This is an optimization exercise on Yosys and OpenROAD, whose aim is small area, a short achievable clock period and few clock cycles per item, not a production implementation.
The RTL was checked by simulation tests, not by an equivalence proof against the original design.

==> run a <==
Design qad_peak_note, start of the top module:
module qad_peak_note (
    input  wire        clk,
    input  wire        rst,           
    input  wire        in_valid,
    output wire        in_ready,
    input  wire [44:0] in_re,         
    input  wire [44:0] in_im,         
    input  wire [3:0]  log2n,         
    input  wire [19:0] sr,            
    output wire        out_valid,
    input  wire        out_ready,
    output wire [3:0]  code,          
    output wire [10:0] peak_bin,
    output wire [43:0] peak_mag,
    output wire [30:0] freq,          
    output wire [8:0]  note_key,      
    output wire [3:0]  note_pc,
    output wire [5:0]  note_oct,      
    output wire [15:0] note_name,     
    output wire [31:0] note_freq,     
    output wire [31:0] note_dev       
);
    localparam M  = 10;               
    localparam QW = 2 * M + 2;        
    localparam DW = 2 * M + 5;        
    localparam LB = M + 2;            
    reg         in_ready_r;
    reg         expect_first;         
    reg  [10:0] cnt;                  
    reg  [3:0]  l2n_q;
    reg  [19:0] sr_q;
    reg         acc_done;             
    reg         s1_v, s1_first, s1_last;
    reg  [44:0] s1_a, s1_b;           
    reg  [5:0]  s1_s;                 
    reg  [4:0]  s1_oh8;               
    reg  [7:0]  s1_oh1;               
    assign in_ready = in_ready_r;
    wire   in_fire  = in_valid && in_ready_r;
    wire [3:0]  cur_l2n  = expect_first ? log2n : l2n_q;
    wire [10:0] nxt_idx  = expect_first ? 11'd0 : cnt + 11'd1;
    wire [11:0] half     = 12'd1 << (cur_l2n - 4'd1);
    wire        nxt_last = ({1'b0, nxt_idx} == half - 12'd1);
    wire [43:0] y_re = in_re[43:0] ^ {44{in_re[44]}};
    wire [43:0] y_im = in_im[43:0] ^ {44{in_im[44]}};
  ...
clock: 15.0 ns
lec_check: 0
cap_margin: 20
core_margin: 2
core_utilization: 66
cts_cluster_diameter: 100
cts_cluster_size: 24
slew_margin: 20
standard.sh (not shown) runs the stock make flow with config.mk's settings and CLKGATE_MAP_FILE= SYNTH_SCRIPT=/design/flow/synth_recipe.tcl, a recipe that flattens the netlist after the stock synthesis.
==> flow/flow/run.sh <==
#!/bin/bash
# The standard layout (standard.sh, all steps), except that the buffers
# placed on the input and output ports are sky130_fd_sc_hd__buf_1 cells.
set -e
export BUFFER_PORTS_ARGS="-buffer_cell sky130_fd_sc_hd__buf_1"
bash standard.sh > standard.log 2>&1
==> run b: changes against run a <==
--- a/flow/design.v
+++ b/flow/design.v
@@ -149,22 +149,24 @@
     reg  [43:0] sq_root;
     wire [47:0] sq_rem_sh = {sq_rem, p_best[87:86]};
     wire [47:0] sq_trial  = {2'b00, sq_root, 2'b01};
     wire [48:0] sq_diff   = {1'b0, sq_rem_sh} - {1'b0, sq_trial};
     wire        sq_ge     = !sq_diff[48];
     localparam [2:0] P_IDLE = 3'd0, P_HORN = 3'd1, P_NORM = 3'd2,
-                     P_THR  = 3'd3, P_FIN  = 3'd4, P_NF   = 3'd5, P_DEV = 3'd6;
+                     P_THR  = 3'd3, P_FIN  = 3'd4, P_NF   = 3'd5, P_DEV = 3'd6,
+                     P_FIN2 = 3'd7;
     reg  [2:0]  pst;
     reg  [4:0]  pcnt;                 
     reg  [10:0] pk;
     reg  [19:0] sr_p;
     reg  [3:0]  l2n_p;
     reg  [30:0] v;
     reg  [31:0] nf;
     reg  [31:0] dev;
     reg  [4:0]  q_r;                  
+    reg  [3:0]  rr_r;
     reg  [8:0]  key_r;
     reg  [3:0]  pc_r;
     reg  [5:0]  oct_r;
     reg         out_v;
     reg         map_done;
     wire post_free = !isq_busy && (pst == P_IDLE) && !map_done && !out_v;
@@ -188,35 +190,35 @@
         (pcnt == 5'd9) ? 31'd1899570855 :
         (pcnt == 5'd10) ? 31'd2012525216 :
         31'd2132196193;
     wire m_ge = (nf[30:0] >= tq);
     wire [3:0] rr_sel = (pcnt == 5'd12) ? 4'd0 : pcnt[3:0];
     wire [30:0] cf =
-        (rr_sel == 4'd0) ? 31'd1097337155 :
-        (rr_sel == 4'd1) ? 31'd1162588218 :
-        (rr_sel == 4'd2) ? 31'd1231719311 :
-        (rr_sel == 4'd3) ? 31'd1304961152 :
-        (rr_sel == 4'd4) ? 31'd1382558180 :
-        (rr_sel == 4'd5) ? 31'd1464769368 :
-        (rr_sel == 4'd6) ? 31'd1551869087 :
-        (rr_sel == 4'd7) ? 31'd1644148025 :
-        (rr_sel == 4'd8) ? 31'd1741914154 :
-        (rr_sel == 4'd9) ? 31'd1845493760 :
-        (rr_sel == 4'd10) ? 31'd1955232530 :
+        (rr_r == 4'd0) ? 31'd1097337155 :
+        (rr_r == 4'd1) ? 31'd1162588218 :
+        (rr_r == 4'd2) ? 31'd1231719311 :
+        (rr_r == 4'd3) ? 31'd1304961152 :
+        (rr_r == 4'd4) ? 31'd1382558180 :
+        (rr_r == 4'd5) ? 31'd1464769368 :
+        (rr_r == 4'd6) ? 31'd1551869087 :
+        (rr_r == 4'd7) ? 31'd1644148025 :
+        (rr_r == 4'd8) ? 31'd1741914154 :
+        (rr_r == 4'd9) ? 31'd1845493760 :
+        (rr_r == 4'd10) ? 31'd1955232530 :
         31'd2071496706;
     wire [4:0] q_sel = (pcnt == 5'd12) ? q_r + 5'd1 : q_r;    
     reg  dc;                          
     assign out_valid = out_v;
     assign code      = {2'b00, dc, 1'b1};
     assign peak_bin  = pk;
     assign peak_mag  = sq_root;
     assign freq      = v;
     assign note_freq = nf;
     assign note_dev  = dev;
-    wire [4:0] q  = q_sel;
-    wire [3:0] rr = rr_sel;
+    wire [4:0] q  = q_r;
+    wire [3:0] rr = rr_r;
     wire signed [9:0] key = $signed({1'b0, q, 3'b000}) + $signed({2'b00, q, 2'b00})
                             + $signed({6'b0, rr}) - 10'sd200;
     wire [4:0] rr4  = {1'b0, rr} + 5'd4;
     wire       wrap = (rr4 >= 5'd12);
     wire [3:0] pc   = wrap ? rr4[3:0] - 4'd12 : rr4[3:0];
     wire signed [5:0] oct = $signed({1'b0, q}) - 6'sd17 + $signed({5'b0, wrap});
@@ -409,17 +411,17 @@
                     if (pcnt == 5'd10) begin
                         nf   <= {1'b0, v_next};
                         q_r  <= 5'd30;
                         pst  <= dc ? P_DEV : P_NORM;
                     end
                 end
-                P_NORM: begin
-                    if (nf[30:23] == 8'd0) begin
+                P_NORM: begin                     
+                    if (nf[30:23] == 8'd0 && q_r >= 5'd8) begin
                         nf <= {1'b0, nf[22:0], 8'd0};
                         q_r <= q_r - 5'd8;
-                    end else if (!nf[30]) begin
+                    end else if (!nf[30] && q_r != 5'd0) begin
                         nf <= {1'b0, nf[29:0], 1'b0};
                         q_r <= q_r - 5'd1;
                     end else begin
                         pcnt <= 5'd0;
                         pst  <= P_THR;
                     end
@@ -428,21 +430,26 @@
                     if (pcnt != 5'd12 && m_ge)
                         pcnt <= pcnt + 5'd1;
                     else
                         pst <= P_FIN;
                 end
                 P_FIN: begin
+                    q_r  <= q_sel;
+                    rr_r <= rr_sel;
+                    pst  <= P_FIN2;
+                end
+                P_FIN2: begin
                     key_r <= key[8:0];
                     pc_r  <= pc;
                     oct_r <= oct;
-                    if (q_sel >= 5'd30) begin
-                        nf  <= (q_sel == 5'd31) ? {cf, 1'b0} : {1'b0, cf};
+                    if (q_r >= 5'd30) begin
+                        nf  <= (q_r == 5'd31) ? {cf, 1'b0} : {1'b0, cf};
                         pst <= P_DEV;
                     end else begin
                         nf  <= {1'b0, cf};
-                        pcnt <= 5'd29 - q_sel;
+                        pcnt <= 5'd29 - q_r;
                         pst <= P_NF;
                     end
                 end
                 P_NF: begin
                     if (pcnt >= 5'd8) begin
                         nf   <= nf >> 8;
==> flow/config.mk (replaced) <==
export PLATFORM = sky130hd
export DESIGN_NAME = qad_peak_note
export DESIGN_NICKNAME = qad_peak_note
export VERILOG_FILES = /design/flow/design.v
export SDC_FILE = /design/flow/constraint.sdc
export NUM_CORES = 4
export LEC_CHECK = 0
export CAP_MARGIN = 20
export CORE_MARGIN = 2
export CORE_UTILIZATION = 55
export CTS_CLUSTER_DIAMETER = 100
export CTS_CLUSTER_SIZE = 20
export SLEW_MARGIN = 20
==> results.toml <==
[outcome]
status = "no timing/DRC/antenna violations"

[worst_setup_path]
worst_setup_path_endpoint = "nf[27]$_DFFE_PP_"

[synthesis]
synth_common_cells = "edfxtp_1, nor2_1, inv_1, nand2_1, ha_1"
synthCells = 5682

[drt]
top_layer_used = "met5"
dr_wl_met2_um = 72100

[power_and_ir_drop]
seqPwrFrac_pct = 61.5

[placement]
routabilityCongestion = 0.970

[floorplanning]
rows = 112
the above is filed under run a

==> results.toml <==
[drt]
top_layer_used = "met4"
wl_per_cell_um = 21.6

[timing]
timing.setup.tns_ns = 0

[worst_setup_path]
crit_arrival_ns = 6.74
worst-setup-path-type = "input port to register"
crit_path_top_delay_cell = "o221ai_1"
worst_setup_path_endpoint = "s1_oh1[1]$_SDFFCE_PP0P_"

[outcome]
status = "no timing/DRC/antenna violations"

[power_and_ir_drop]
seqPwrFrac_pct = 56.3

[finish]
num-nets-final = 6531
clk_share_pct = 2.69

[clock_network]
cts_root_buf = "clkbuf_16"

[floorplanning]
rows = 123

[global_route]
antenna_found_initial = 2
overflow = 0

[placement]
routabilityCongestion = 0.945

[synthesis]
synthCells = 5698
the above is filed under run b

Testbench counts of run a, summed over its fixed seeds: cycles 114,331, bins 108,544.
Testbench counts of run b, summed over its fixed seeds: cycles 114,331, bins 108,544.

==> separate check: timing with driven ports <==
In the flow no input, the clock included, has a driving cell. The finished layouts below were timed again as built, in two steps.
Step 1 sets driving cells, clkbuf_16 on the clock port and buf_2 on the other inputs (assumed; they add their load-dependent delay and slew).
Step 2, shift: input delay + t, output delay - t, t = (earliest + latest rising clock arrival at the registers) / 2. This alone moves slack from input paths to output paths.
Three values: ideal, step 1, step 2; two values: the first two.
run	shift t [ns]	setup slack, ns	worst register clock-pin slew, ns	worst data-port slew with drivers (ns)
run a	0.770	8.759 / 8.759 / 8.384	0.11 / 0.11	0.15
run b	0.777	8.815 / 8.865 / 8.088	0.10 / 0.10	0.08
After both steps every run listed still meets setup and hold. The setup slack of run b, which loses most, moves by +0.050 ns with the drivers and by -0.727 ns with both steps.
